Context: an optimization exercise on an open-source flow, tuned for small area. The choices shown serve that exercise and are no tape-out recipe. The RTL was checked by simulation tests, not by an equivalence proof against the original design. Power and IR drop assume default switching activity.

==> design.v <==
module uart_spi_seq (
    input  wire        clk,
    input  wire        rst,           
    input  wire        crystal,       
    input  wire [39:0] now_ns,        
    input  wire        open_req,
    input  wire        close_req,
    input  wire        push_valid,
    input  wire [7:0]  push_data,
    output wire        push_ready,
    input  wire        fmt_valid,
    input  wire [17:0] fmt_baud,
    input  wire [3:0]  fmt_wlen,
    input  wire [1:0]  fmt_par,       
    input  wire [1:0]  fmt_stop,
    input  wire        flush_req,
    input  wire        stop_tx_req,
    input  wire        start_tx_req,
    input  wire        irq,
    output wire        x_valid,
    output reg  [15:0] x_word,
    input  wire        x_done,
    input  wire        x_err,
    input  wire [15:0] x_resp,
    output reg         rx_valid,
    output reg  [7:0]  rx_char,
    output reg         rx_perr,
    output wire [1:0]  line_state,    
    output reg  [1:0]  de_state,      
    output reg  [1:0]  outcome,       
    output reg         txe,
    output reg         rxa,
    output reg         cts
);
    localparam [3:0] S_EXITED = 4'd0, S_PARKED = 4'd1, S_TOP = 4'd2,
                     S_DRAIN  = 4'd3, S_TX     = 4'd4, S_END = 4'd5,
                     S_TXA    = 4'd6,    
                     W_CFG    = 4'd8, W_DEOFF  = 4'd9, W_RD  = 4'd10,
                     W_TXD    = 4'd11, W_STOP  = 4'd12;
    localparam [1:0] DE_OFF = 2'd0, DE_ON = 2'd1, DE_UNKNOWN = 2'd2;
    localparam [1:0] OC_NONE = 2'd0, OC_APPLIED = 2'd1, OC_SUPERSEDED = 2'd2;
    function [3:0] f_rate (input [7:0] f); f_rate = f[3:0]; endfunction
    function       f_w7   (input [7:0] f); f_w7   = f[4];   endfunction
    function       f_pe   (input [7:0] f); f_pe   = f[5];   endfunction
    function       f_st2  (input [7:0] f); f_st2  = f[6];   endfunction
    function       f_odd  (input [7:0] f); f_odd  = f[7];   endfunction
    function [4:0] rate_lookup (input [17:0] b);
        case (b)
            18'd300:    rate_lookup = {1'b1, 4'd0};
            18'd600:    rate_lookup = {1'b1, 4'd1};
            18'd1200:   rate_lookup = {1'b1, 4'd2};
            18'd2400:   rate_lookup = {1'b1, 4'd3};
            18'd4800:   rate_lookup = {1'b1, 4'd4};
            18'd9600:   rate_lookup = {1'b1, 4'd5};
            18'd19200:  rate_lookup = {1'b1, 4'd6};
            18'd38400:  rate_lookup = {1'b1, 4'd7};
            18'd57600:  rate_lookup = {1'b1, 4'd8};
            18'd115200: rate_lookup = {1'b1, 4'd9};
            18'd230400: rate_lookup = {1'b1, 4'd10};
            default:    rate_lookup = 5'd0;
        endcase
    endfunction
    function [3:0] rate_code (input xtal, input [3:0] r);
        if (r[3])
            rate_code = (xtal ? 4'd2 : 4'd1) - {2'd0, r[1:0]};
        else
            rate_code = (xtal ? 4'd0 : 4'd15) - {1'b0, r[2:0]};
    endfunction
    function [25:0] hold_rom (input [5:0] i);
        case (i)
            6'd0: hold_rom = 26'd29999997;
            6'd1: hold_rom = 26'd33333330;
            6'd2: hold_rom = 26'd36666663;
            6'd3: hold_rom = 26'd39999996;
            6'd4: hold_rom = 26'd14999994;
            6'd5: hold_rom = 26'd16666660;
            6'd6: hold_rom = 26'd18333326;
            6'd7: hold_rom = 26'd19999992;
            6'd8: hold_rom = 26'd7499997;
            6'd9: hold_rom = 26'd8333330;
            6'd10: hold_rom = 26'd9166663;
            6'd11: hold_rom = 26'd9999996;
            6'd12: hold_rom = 26'd3749994;
            6'd13: hold_rom = 26'd4166660;
            6'd14: hold_rom = 26'd4583326;
            6'd15: hold_rom = 26'd4999992;
            6'd16: hold_rom = 26'd1874997;
            6'd17: hold_rom = 26'd2083330;
            6'd18: hold_rom = 26'd2291663;
            6'd19: hold_rom = 26'd2499996;
            6'd20: hold_rom = 26'd937494;
            6'd21: hold_rom = 26'd1041660;
            6'd22: hold_rom = 26'd1145826;
            6'd23: hold_rom = 26'd1249992;
            6'd24: hold_rom = 26'd468747;
            6'd25: hold_rom = 26'd520830;
            6'd26: hold_rom = 26'd572913;
            6'd27: hold_rom = 26'd624996;
            6'd28: hold_rom = 26'd234369;
            6'd29: hold_rom = 26'd260410;
            6'd30: hold_rom = 26'd286451;
            6'd31: hold_rom = 26'd312492;
            6'd32: hold_rom = 26'd156249;
            6'd33: hold_rom = 26'd173610;
            6'd34: hold_rom = 26'd190971;
            6'd35: hold_rom = 26'd208332;
            6'd36: hold_rom = 26'd78120;
            6'd37: hold_rom = 26'd86800;
            6'd38: hold_rom = 26'd95480;
            6'd39: hold_rom = 26'd104160;
            6'd40: hold_rom = 26'd39060;
            6'd41: hold_rom = 26'd43400;
            6'd42: hold_rom = 26'd47740;
            6'd43: hold_rom = 26'd52080;
            default: hold_rom = 26'd0;
        endcase
    endfunction
    function [1:0] extra_bits (input [7:0] f);    
        extra_bits = {1'b0, !f_w7(f)} + {1'b0, f_pe(f)} + {1'b0, f_st2(f)};
    endfunction
    function less (input [39:0] a, input [39:0] b);
        integer i;
        begin
            less = 1'b0;
            for (i = 0; i < 40; i = i + 1)
                less = (!a[i] & b[i]) | (!a[i] & less) | (b[i] & less);
        end
    endfunction
    function [7:0] resolve (input xtal, input [17:0] b, input [3:0] wl,
                            input [1:0] par, input [1:0] st, input [7:0] g);
        reg [4:0] lk;
        reg [3:0] rc;
        reg       rw7, rpe, rodd, rst2;
        begin
            lk = rate_lookup(b);
            if (lk[4] && !(xtal ? (lk[3:0] == 4'd0) : (lk[3:0] == 4'd10)))
                rc = lk[3:0];
            else
                rc = f_rate(g);
            if (wl == 4'd7)      rw7 = 1'b1;
            else if (wl == 4'd8) rw7 = 1'b0;
            else                 rw7 = f_w7(g);
            if (par == 2'd3) begin rpe = f_pe(g); rodd = f_odd(g); end
            else             begin rpe = (par != 2'd0); rodd = (par == 2'd2); end
            if (st == 2'd1)      rst2 = 1'b0;
            else if (st == 2'd2) rst2 = 1'b1;
            else                 rst2 = f_st2(g);
            resolve = {rodd, rst2, rpe, rw7, rc};
        end
    endfunction
    reg [3:0]  st;
    reg [2:0]  drain_k;
    reg [7:0]  stg;             
    reg [7:0]  fmt;             
    reg [7:0]  pfmt;            
    reg [39:0] dl;              
    reg        dv;              
    reg        os_v;            
    reg        active;          
    reg        f_cfg, f_dis, f_tr, f_txs, f_stop, f_fls;
    reg        wake, fail, txstop;
    reg [119:0] qv;             
    reg [3:0]  cnt;             
    wire       exited  = (st == S_EXITED);
    wire       q_empty = (cnt == 4'd0);
    wire       accept  = !exited && !f_stop;
    wire       lt      = dv && less(now_ns, dl);
    assign push_ready = accept && (cnt != 4'd15);
    assign x_valid    = st[3];
    assign line_state = {active, !active && !exited};
    localparam [7:0] DEFAULT_FMT = {1'b0, 1'b0, 1'b0, 1'b0, 4'd5};    
    reg  [7:0] q_old;           
    always @* begin
        case (cnt)
            4'd1: q_old = qv[7:0];
            4'd2: q_old = qv[15:8];
            4'd3: q_old = qv[23:16];
            4'd4: q_old = qv[31:24];
            4'd5: q_old = qv[39:32];
            4'd6: q_old = qv[47:40];
            4'd7: q_old = qv[55:48];
            4'd8: q_old = qv[63:56];
            4'd9: q_old = qv[71:64];
            4'd10: q_old = qv[79:72];
            4'd11: q_old = qv[87:80];
            4'd12: q_old = qv[95:88];
            4'd13: q_old = qv[103:96];
            4'd14: q_old = qv[111:104];
            4'd15: q_old = qv[119:112];
            default: q_old = 8'd0;
        endcase
    end
    wire [7:0] txd  = q_old & {!f_w7(fmt), 7'h7F};
    wire       txpt = f_pe(fmt) & (f_odd(fmt) ^ (^txd));
    always @* begin
        case (st[2:0])
            3'd0:    x_word = {8'hC4, 1'b0, pfmt[6:4], rate_code(crystal, f_rate(pfmt))};
            3'd1:    x_word = 16'h8400;
            3'd3:    x_word = {7'b1000001, txpt, txd};
            3'd4:    x_word = {8'hD4, 1'b0, fmt[6:4], rate_code(crystal, f_rate(fmt))};
            default: x_word = 16'h0000;
        endcase
    end
    wire [7:0] rch = x_resp[7:0] & {!f_w7(fmt), 7'h7F};
    reg [3:0]  st_n;
    reg [2:0]  drain_k_n;
    reg [7:0]  stg_n, fmt_n, pfmt_n;
    reg [39:0] dl_n;
    reg        dv_n, os_v_n, active_n;
    reg        f_cfg_n, f_dis_n, f_tr_n, f_txs_n, f_stop_n, f_fls_n;
    reg        wake_n, fail_n, txstop_n;
    reg        q_pop, q_clr;
    reg        q_we;
    reg        rx_valid_n;
    reg [1:0]  de_n, outcome_n;
    reg        txe_n, rxa_n, cts_n;
    always @* begin
        st_n       = st;
        drain_k_n  = drain_k;
        stg_n      = stg;
        fmt_n      = fmt;
        pfmt_n     = pfmt;
        dl_n       = dl;
        dv_n       = dv;
        os_v_n     = os_v;
        active_n   = active;
        f_cfg_n    = f_cfg;
        f_dis_n    = f_dis;
        f_tr_n     = f_tr;
        f_txs_n    = f_txs;
        f_stop_n   = f_stop;
        f_fls_n    = f_fls;
        wake_n     = wake;
        fail_n     = fail;
        txstop_n   = txstop;
        q_pop      = 1'b0;
        q_clr      = 1'b0;
        q_we       = 1'b0;
        rx_valid_n = 1'b0;
        de_n       = de_state;
        outcome_n  = outcome;
        txe_n      = txe;
        rxa_n      = rxa;
        cts_n      = cts;
        if (st == S_TXA)
            dl_n = dl + {14'd0, hold_rom({f_rate(fmt), extra_bits(fmt)})};
        case (st)
            S_PARKED: begin
                if (wake) begin
                    wake_n = 1'b0;
                    fail_n = 1'b0;
                    st_n   = S_TOP;
                end
            end
            S_TOP: begin
                if (f_stop) begin
                    st_n = W_STOP;
                end else if (f_dis) begin
                    f_dis_n = 1'b0;
                    if (f_txs || !q_empty) begin
                        os_v_n    = 1'b0;
                        outcome_n = OC_SUPERSEDED;
                    end else if (de_state == DE_OFF) begin
                        outcome_n = OC_SUPERSEDED;
                    end else if (lt) begin
                        os_v_n = 1'b1;
                    end else begin
                        st_n = W_DEOFF;
                    end
                end else if (f_cfg) begin
                    f_cfg_n = 1'b0;
                    pfmt_n  = stg;
                    st_n    = W_CFG;
                end else if (active) begin
                    f_txs_n = 1'b0;
                    f_tr_n  = 1'b0;
                    if (f_fls) begin
                        q_clr   = 1'b1;
                        f_fls_n = 1'b0;
                    end
                    drain_k_n = 3'd0;
                    st_n      = S_DRAIN;
                end else begin
                    st_n = S_END;
                end
            end
            S_DRAIN: begin
                st_n = f_stop ? S_TOP : W_RD;
            end
            S_TX, S_TXA: begin
                if (f_stop)
                    st_n = S_TOP;
                else if (q_empty || txstop || !txe)
                    st_n = S_END;
                else
                    st_n = W_TXD;
            end
            S_END: begin
                if (q_empty && de_state != DE_OFF && !os_v && !f_dis && active)
                    os_v_n = 1'b1;
                if (fail)
                    st_n = S_PARKED;
                else if (f_stop || f_dis || f_cfg || f_tr || f_txs || (!q_empty && !txstop))
                    st_n = S_TOP;
                else
                    st_n = S_PARKED;
            end
            W_CFG, W_DEOFF, W_RD, W_TXD, W_STOP: begin
                if (x_done) begin
                    if (st == W_STOP) begin
                        if (!x_err) begin
                            txe_n = x_resp[14];
                            rxa_n = x_resp[15];
                        end
                        os_v_n   = 1'b0;
                        active_n = 1'b0;
                        f_cfg_n  = 1'b0;
                        f_dis_n  = 1'b0;
                        f_tr_n   = 1'b0;
                        f_txs_n  = 1'b0;
                        f_stop_n = 1'b0;
                        f_fls_n  = 1'b0;
                        wake_n   = 1'b0;
                        q_clr    = 1'b1;
                        de_n     = DE_UNKNOWN;
                        st_n     = S_EXITED;
                    end else if (x_err) begin
                        fail_n = 1'b1;
                        case (st)
                            W_CFG:   f_cfg_n = 1'b1;
                            W_DEOFF: f_dis_n = 1'b1;
                            default: f_tr_n  = 1'b1;
                        endcase
                        st_n = S_END;
                    end else begin
                        txe_n = x_resp[14];
                        rxa_n = x_resp[15];
                        if (st != W_CFG) begin
                            cts_n = x_resp[9];
                            if (x_resp[15]) begin
                                rx_valid_n = 1'b1;
                                if (st != W_RD)
                                    f_tr_n = 1'b1;
                            end
                        end
                        case (st)
                            W_CFG: begin
                                fmt_n    = pfmt;
                                if (x_resp[15])
                                    f_tr_n = 1'b1;
                                active_n = 1'b1;
                                st_n     = S_TOP;
                            end
                            W_DEOFF: begin
                                de_n      = DE_OFF;
                                outcome_n = OC_APPLIED;
                                st_n      = S_TOP;
                            end
                            W_RD: begin
                                if (!x_resp[15]) begin
                                    st_n = S_TX;
                                end else if (drain_k == 3'd7) begin
                                    f_tr_n = 1'b1;
                                    st_n   = S_TX;
                                end else begin
                                    drain_k_n = drain_k + 3'd1;
                                    st_n      = S_DRAIN;
                                end
                            end
                            default: begin   
                                q_pop  = 1'b1;
                                de_n   = DE_ON;
                                if (os_v || f_dis)
                                    outcome_n = OC_SUPERSEDED;
                                os_v_n  = 1'b0;
                                f_dis_n = 1'b0;
                                if (!lt)
                                    dl_n = now_ns;
                                dv_n    = 1'b1;
                                st_n    = S_TXA;
                            end
                        endcase
                    end
                end
            end
            default: ;   
        endcase
        if (open_req && exited) begin
            txstop_n = 1'b0;
            f_cfg_n  = 1'b1;
            st_n     = S_PARKED;
            wake_n   = 1'b1;
        end
        if (close_req && accept) begin
            f_stop_n = 1'b1;
            wake_n   = 1'b1;
        end
        if (push_valid && push_ready) begin
            q_we    = 1'b1;
            f_txs_n = 1'b1;
            wake_n  = 1'b1;
        end
        if (fmt_valid && active && !f_stop) begin
            stg_n   = resolve(crystal, fmt_baud, fmt_wlen, fmt_par, fmt_stop, stg);
            f_cfg_n = 1'b1;
            wake_n  = 1'b1;
        end
        if (flush_req && accept) begin
            f_fls_n = 1'b1;
            f_tr_n  = 1'b1;
            wake_n  = 1'b1;
        end
        if (stop_tx_req && accept)
            txstop_n = 1'b1;
        if (start_tx_req && accept) begin
            txstop_n = 1'b0;
            f_txs_n  = 1'b1;
            wake_n   = 1'b1;
        end
        if (irq && !exited && !f_stop) begin
            f_tr_n = 1'b1;
            wake_n = 1'b1;
        end
        if (os_v_n && !lt) begin
            os_v_n  = 1'b0;
            f_dis_n = 1'b1;
            wake_n  = 1'b1;
        end
    end
    wire [3:0] cnt_n = (q_clr ? 4'd0 : cnt - {3'd0, q_pop}) + {3'd0, q_we};
    always @(posedge clk) begin
        if (q_we)
            qv <= {qv[111:0], push_data};
    end
    always @(posedge clk) begin
        drain_k <= drain_k_n;
        pfmt    <= pfmt_n;
        dl      <= dl_n;
        fail    <= fail_n;
        txstop  <= txstop_n;
        wake    <= wake_n;
        f_cfg   <= f_cfg_n;
        rx_char <= rch;
        rx_perr <= f_pe(fmt) & (x_resp[8] ^ f_odd(fmt) ^ (^rch));
    end
    always @(posedge clk) begin
        if (rst) begin
            st       <= S_EXITED;
            stg      <= DEFAULT_FMT;
            fmt      <= DEFAULT_FMT;
            dv       <= 1'b0;
            os_v     <= 1'b0;
            active   <= 1'b0;
            f_dis    <= 1'b0;
            f_tr     <= 1'b0;
            f_txs    <= 1'b0;
            f_stop   <= 1'b0;
            f_fls    <= 1'b0;
            cnt      <= 4'd0;
            rx_valid <= 1'b0;
            de_state <= DE_OFF;
            outcome  <= OC_NONE;
            txe      <= 1'b0;
            rxa      <= 1'b0;
            cts      <= 1'b0;
        end else begin
            st       <= st_n;
            stg      <= stg_n;
            fmt      <= fmt_n;
            dv       <= dv_n;
            os_v     <= os_v_n;
            active   <= active_n;
            f_dis    <= f_dis_n;
            f_tr     <= f_tr_n;
            f_txs    <= f_txs_n;
            f_stop   <= f_stop_n;
            f_fls    <= f_fls_n;
            cnt      <= cnt_n;
            rx_valid <= rx_valid_n;
            de_state <= de_n;
            outcome  <= outcome_n;
            txe      <= txe_n;
            rxa      <= rxa_n;
            cts      <= cts_n;
        end
    end
endmodule
==> flow/run.sh <==
#!/bin/bash
# Layout flow: the standard flow (standard.sh) with these changes:
#  - synthesis maps the logic with an area-oriented ABC script (abc_area.script
#    here, used in place of ORFS's abc_speed.script) and maps carry chains
#    ($lcu) as Brent-Kung trees (lcu_bk.v) instead of Kogge-Stone trees;
#    everything else in synthesis (synth_recipe.tcl: registers, flattening,
#    renaming) is unchanged;
#  - each port gets its buffer from the smallest buffer cell;
#  - the clock tree uses no dummy loads.
# Each tool's output goes to a log file in this folder.
set -euo pipefail
here=$(pwd)
rm -rf scripts_local
cp -r "$FLOW_HOME/scripts" scripts_local
cp flow/abc_area.script scripts_local/abc_speed.script
cat >> config.mk <<EOC
export SYNTH_OPERATIONS_ARGS = -extra-map $here/flow/lcu_bk.v
export BUFFER_PORTS_ARGS = -buffer_cell sky130_fd_sc_hd__buf_1
export CTS_ARGS = -sink_clustering_enable -repair_clock_nets -dont_use_dummy_load
EOC
SCRIPTS_DIR="$here/scripts_local" bash standard.sh synth > synth.log 2>&1
bash standard.sh > layout.log 2>&1
rm -rf scripts_local
==> flow/abc_area.script <==
&get -n
&st
&deepsyn -T 60
&put
dch -f
map -a
topo
stime -c
buffer -c
upsize -c
dnsize -c
==> flow/lcu_bk.v <==
(* techmap_celltype = "$lcu" *)
module _80_lcu_bk (P, G, CI, CO);
	parameter WIDTH = 2;

	(* force_downto *)
	input [WIDTH-1:0] P, G;
	input CI;

	(* force_downto *)
	output [WIDTH-1:0] CO;

	integer i, j;
	(* force_downto *)
	reg [WIDTH-1:0] p, g;

	wire [1023:0] _TECHMAP_DO_ = "proc; opt -fast";

	always @* begin
		p = P;
		g = G;

		// in almost all cases CI will be constant zero
		g[0] = g[0] | (p[0] & CI);

		// [[CITE]] Brent Kung Adder
		// R. P. Brent and H. T. Kung, "A Regular Layout for Parallel Adders",
		// IEEE Transaction on Computers, Vol. C-31, No. 3, p. 260-264, March, 1982

		// Main tree
		for (i = 1; i <= $clog2(WIDTH); i = i+1) begin
			for (j = 2**i - 1; j < WIDTH; j = j + 2**i) begin
				g[j] = g[j] | p[j] & g[j - 2**(i-1)];
				p[j] = p[j] & p[j - 2**(i-1)];
			end
		end

		// Inverse tree
		for (i = $clog2(WIDTH); i > 0; i = i-1) begin
			for (j = 2**i + 2**(i-1) - 1; j < WIDTH; j = j + 2**i) begin
				g[j] = g[j] | p[j] & g[j - 2**(i-1)];
				p[j] = p[j] & p[j - 2**(i-1)];
			end
		end
	end

	assign CO = g;
endmodule
==> standard.sh <==
#!/bin/bash
# synth_recipe.tcl (not shown) runs the flow's synth.tcl, then flattens the netlist and writes it again
# the make line also repeats each setting of config.mk as NAME=value (left out here)
make -C /OpenROAD-flow-scripts/flow DESIGN_CONFIG=/design/flow/config.mk WORK_HOME=/design/flow/orfs CLKGATE_MAP_FILE= SYNTH_SCRIPT=/design/flow/synth_recipe.tcl "${@:-finish}"
==> config.mk <==
export PLATFORM = sky130hd
export DESIGN_NAME = uart_spi_seq
export DESIGN_NICKNAME = uart_spi_seq
export VERILOG_FILES = /design/flow/design.v
export SDC_FILE = /design/flow/constraint.sdc
export NUM_CORES = 4
export LEC_CHECK = 0
export CAP_MARGIN = 20
export CORE_MARGIN = 2
export CORE_UTILIZATION = 40
export SLEW_MARGIN = 20
export SYNTH_OPERATIONS_ARGS = -extra-map /design/flow/flow/lcu_bk.v
export BUFFER_PORTS_ARGS = -buffer_cell sky130_fd_sc_hd__buf_1
export CTS_ARGS = -sink_clustering_enable -repair_clock_nets -dont_use_dummy_load
==> constraint.sdc <==
create_clock -name core_clock -period 10.0 [get_ports {clk}]
set_input_delay 2.0000 -clock core_clock [delete_from_list [all_inputs] [get_ports {clk}]]
set_output_delay 2.0000 -clock core_clock [all_outputs]
set_load 0.01 [all_outputs]
==> impl_metrics.env <==
export IMPL_status="complete, no violations"
export IMPL_post_cts_buffers=0
export IMPL_gp_congestion=0.920
export IMPL_syn_avg_cell_area_sq_um=9.24
export IMPL_antenna_found_initial=0
export IMPL_synth_compound_area_frac=0.193
export IMPL_synthTopCellsByCount="inv_1 (201), nor2_1 (156), nand2_1 (145)"
export IMPL_viasPerCell=5.52
export IMPL_synth_seq_cells=224
export IMPL_whs_path_depth=0
export IMPL_fin_tns_setup_ns=0
export IMPL_critPathMaxStageDelay_ns=0.74
export IMPL_die_x_um=178
export IMPL_required_ns=10.42
export IMPL_htreeDepth=1
export IMPL_min_from="qv[42]"
export IMPL_rows=63
export IMPL_wirelength_mm=34.4
export IMPL_arrival_ns=8.62
export IMPL_worst_setup_path_type="reg -> reg"
export IMPL_clkTransAtPathRegs_ns=0.07
export IMPL_grt_pass1_wl_mm=53.5
export IMPL_vias=10164
export IMPL_p_leak_nw=5.41
export IMPL_synth_ff_type="edfxtp_1"
export IMPL_timing_fmax_mhz=122
export IMPL_slew_violations=0
export IMPL_firstDrtPassIters=9
export IMPL_layout_setup_ws_ns=1.80
export IMPL_setup_viol_count_final=0
export IMPL_r2r_slack_ns=1.80
export IMPL_yosysMostFrequentCell="inv_1"
export IMPL_wl_per_cell_um=18.7
export IMPL_grt_usage=0.216
export IMPL_synth_edf_count=132
export IMPL_dieArea_sq_um=31600
export IMPL_cts_resized=0
export IMPL_drive_above_1_share=0.0372
export IMPL_cp_end_kind="flip-flop"
export IMPL_slew_headroom=0.330
export IMPL_cp_slowest_cell="a2111oi_0"
export IMPL_yosys_warnings=1
export IMPL_fin_skew_ns=0.0540
export IMPL_grt_pass1_vias=9831
export IMPL_hp_class="reg -> reg"
export IMPL_synth_xor_area_frac=0.0246
export IMPL_worst_pin_slew_ns=1.00
export IMPL_whs_ns=0.414
export IMPL_start_util=0.407
export IMPL_clockBufferDepth=3
export IMPL_synthArstFlopShare=0
export IMPL_dpl_worst_slack_ns=1.75
export IMPL_hpwl_mm=25.2
export IMPL_nets=1628
export IMPL_io_pins=140
export IMPL_diodes=0
export IMPL_netlist_area_sq_um=12100
export IMPL_cts_sinks=224
export IMPL_synth_top_family_by_area="compound AO/OA/AOI/OAI gates"
export IMPL_drc=0
export IMPL_finalPower_mw=3.34
export IMPL_cts_buffers=25
export IMPL_root_buffer="clkbuf_16"
export IMPL_synth_fa_ha_area_frac=0.0879
export IMPL_yosys_area_share_simple=0.140
export IMPL_core_sq_um=29700
export IMPL_drv_cap=0
export IMPL_yosys_area_top_type_share=0.328
export IMPL_final_util=0.460
export IMPL_ir_drop_v=0.000178
export IMPL_overflow=0
export IMPL_clk_latency_ns=0.54
export IMPL_timing_rr_start="fmt[5]"
export IMPL_fin_crit_ns=8.20
export IMPL_yosys_top_cells_area="edfxtp_1 (33%), dfxtp_1 (15%), inv_1 (6.2%)"
export IMPL_reg2reg_depth=45
export IMPL_ant_nets=0
export IMPL_synth_cells=1309
export IMPL_netlist_cell_type_count=60
export IMPL_rsz0062_at_grt="false"
export IMPL_ctsHoldBuffers=0
export IMPL_die_y_um=178
export IMPL_area_growth_pct=12.9
export IMPL_min_period_over_period=0.820
export IMPL_cts_tree="done"
export IMPL_worstPathMaxFanout=12
export IMPL_muxShareOfSynthArea=0
export IMPL_powerDensity_nw_per_um2=244
export IMPL_critPathLaunchType="flip-flop"
export IMPL_holdPathEnd="qv[50]"
export IMPL_r2r_end="dl[38]"
export IMPL_finalHoldViolCount=0
export IMPL_grt_max_degree=91
export IMPL_first_iter_violations=908
export IMPL_seq_area_frac_synth=0.480
export IMPL_port_buffers=133
export IMPL_synth_largest_area_cell="edfxtp_1"
kinds of logic (layout without fill, tap and decap cells):
group                    count (synthesis)  count (layout)
flip-flops                             224             224
AO/OA/AOI/OAI                          348             348
XOR/XNOR                                34              34
buffers and inverters                  231             371
other                                    1               2
adder cells (fa/ha/maj)                 73              73
AND/OR/NAND/NOR                        398             398
through the flow:
| stage | std cells | cell area (sq um) |
|---|---|---|
| finish | 1840 | 13700 |
| global route | 1840 | 13700 |
| CTS | 1840 | 13700 |
| detailed placement | 1815 | 13000 |
| global placement | 1815 | 13000 |
| floorplan | 1310 | 12100 |
registers in the layout, indices dropped and copies added, names as in the netlist, 2 cells and up:
| signal | cells |
|---|---|
| pfmt | 8 |
| rx_char | 8 |
| qv | 120 |
| de_state | 2 |
| stg | 8 |
| outcome | 2 |
| fmt | 8 |
| cnt | 4 |
| drain_k | 3 |
| st | 4 |
| dl | 40 |
cell type report:
| class | instances | area [sq um] |
|---|---|---|
| clock buffers | 25 | 626 |
| fillers | 2893 | 16100 |
| inverters | 205 | 774 |
| multi-input cells | 855 | 5400 |
| flip-flops and latches | 224 | 5810 |
| well taps | 390 | 488 |
| repair buffers | 141 | 563 |
per-layer routing:
metal | GRT usage | up-vias | share of wire
li1 | - | 4900 | -
met1 | 0.307 | 4821 | 0.46
met2 | 0.340 | 387 | 0.45
met3 | 0.0323 | 56 | 0.064
met4 | 0.0622 | 0 | 0.027
met5 | 0 | - | 0
worst max-delay path, delay by kind of cell, from the launching register on:
| kind | cells | cell delay, ns |
|---|---|---|
| compound gates | 26 | 4.34 |
| fa+ha+maj | 4 | 1.56 |
| buf+inv | 5 | 0.84 |
| flops | 1 | 0.39 |
| simple gates | 10 | 0.97 |
layout by cell type, fill, tap and decap left out, types with 22 or more instances in the layout:
cell type and n:
inv_1 201, nor2_1 156, nand2_1 145, buf_1 133, edfxtp_1 132, dfxtp_1 92
a21oi_1 72, o21ai_0 66, a22oi_1 53, ha_1 53, o22ai_1 38, nor3_1 28
nand3_1 27, clkbuf_16 25, a221oi_1 22
where the power goes:
group	internal [mW]	leakage, nW	switching [mW]	total (mW)
clock network	0.435	0.308	0.340	0.775
registers	1.32	1.98	0.182	1.50
logic	0.379	3.13	0.683	1.06
worst max-delay path by stage:
| stage | start | endpoint | slack (ns) |
|---|---|---|---|
| 2_1_floorplan | fmt[5] | dl[38] | 2.88 |
| 4_1_cts | fmt[5] | dl[38] | 1.72 |
| 3_5_place_dp | fmt[5] | dl[38] | 1.75 |
| 5_1_grt | fmt[5] | dl[38] | 0.88 |
| 3_3_place_gp | fmt[5] | dl[38] | 1.85 |
| 6_report | fmt[5] | dl[38] | 1.80 |

re-timing with driven ports:
How much do the figures lean on ideal ports? The routed layout below was timed once more, with nothing changed but the port constraints.
Step 1 assumes that a clkbuf_16 drives the clock port and a buf_2 every other input.
Step 2 also shifts input and output timing later by t, the mid clock arrival at the registers, as if the neighbouring blocks saw the same clock.
Three values: ideal, step 1, step 2; two values: the first two.
t (ns): 0.564
slack for setup (ns): 1.803 / 1.803 / 1.803
latest minus earliest clock arrival (ns): 0.062 / 0.061
pins driven straight from the clock port: 1
After both steps setup and hold are still met in this run. The setup slack of this run moves by 0.000 ns with the drivers and by 0.000 ns with both steps.
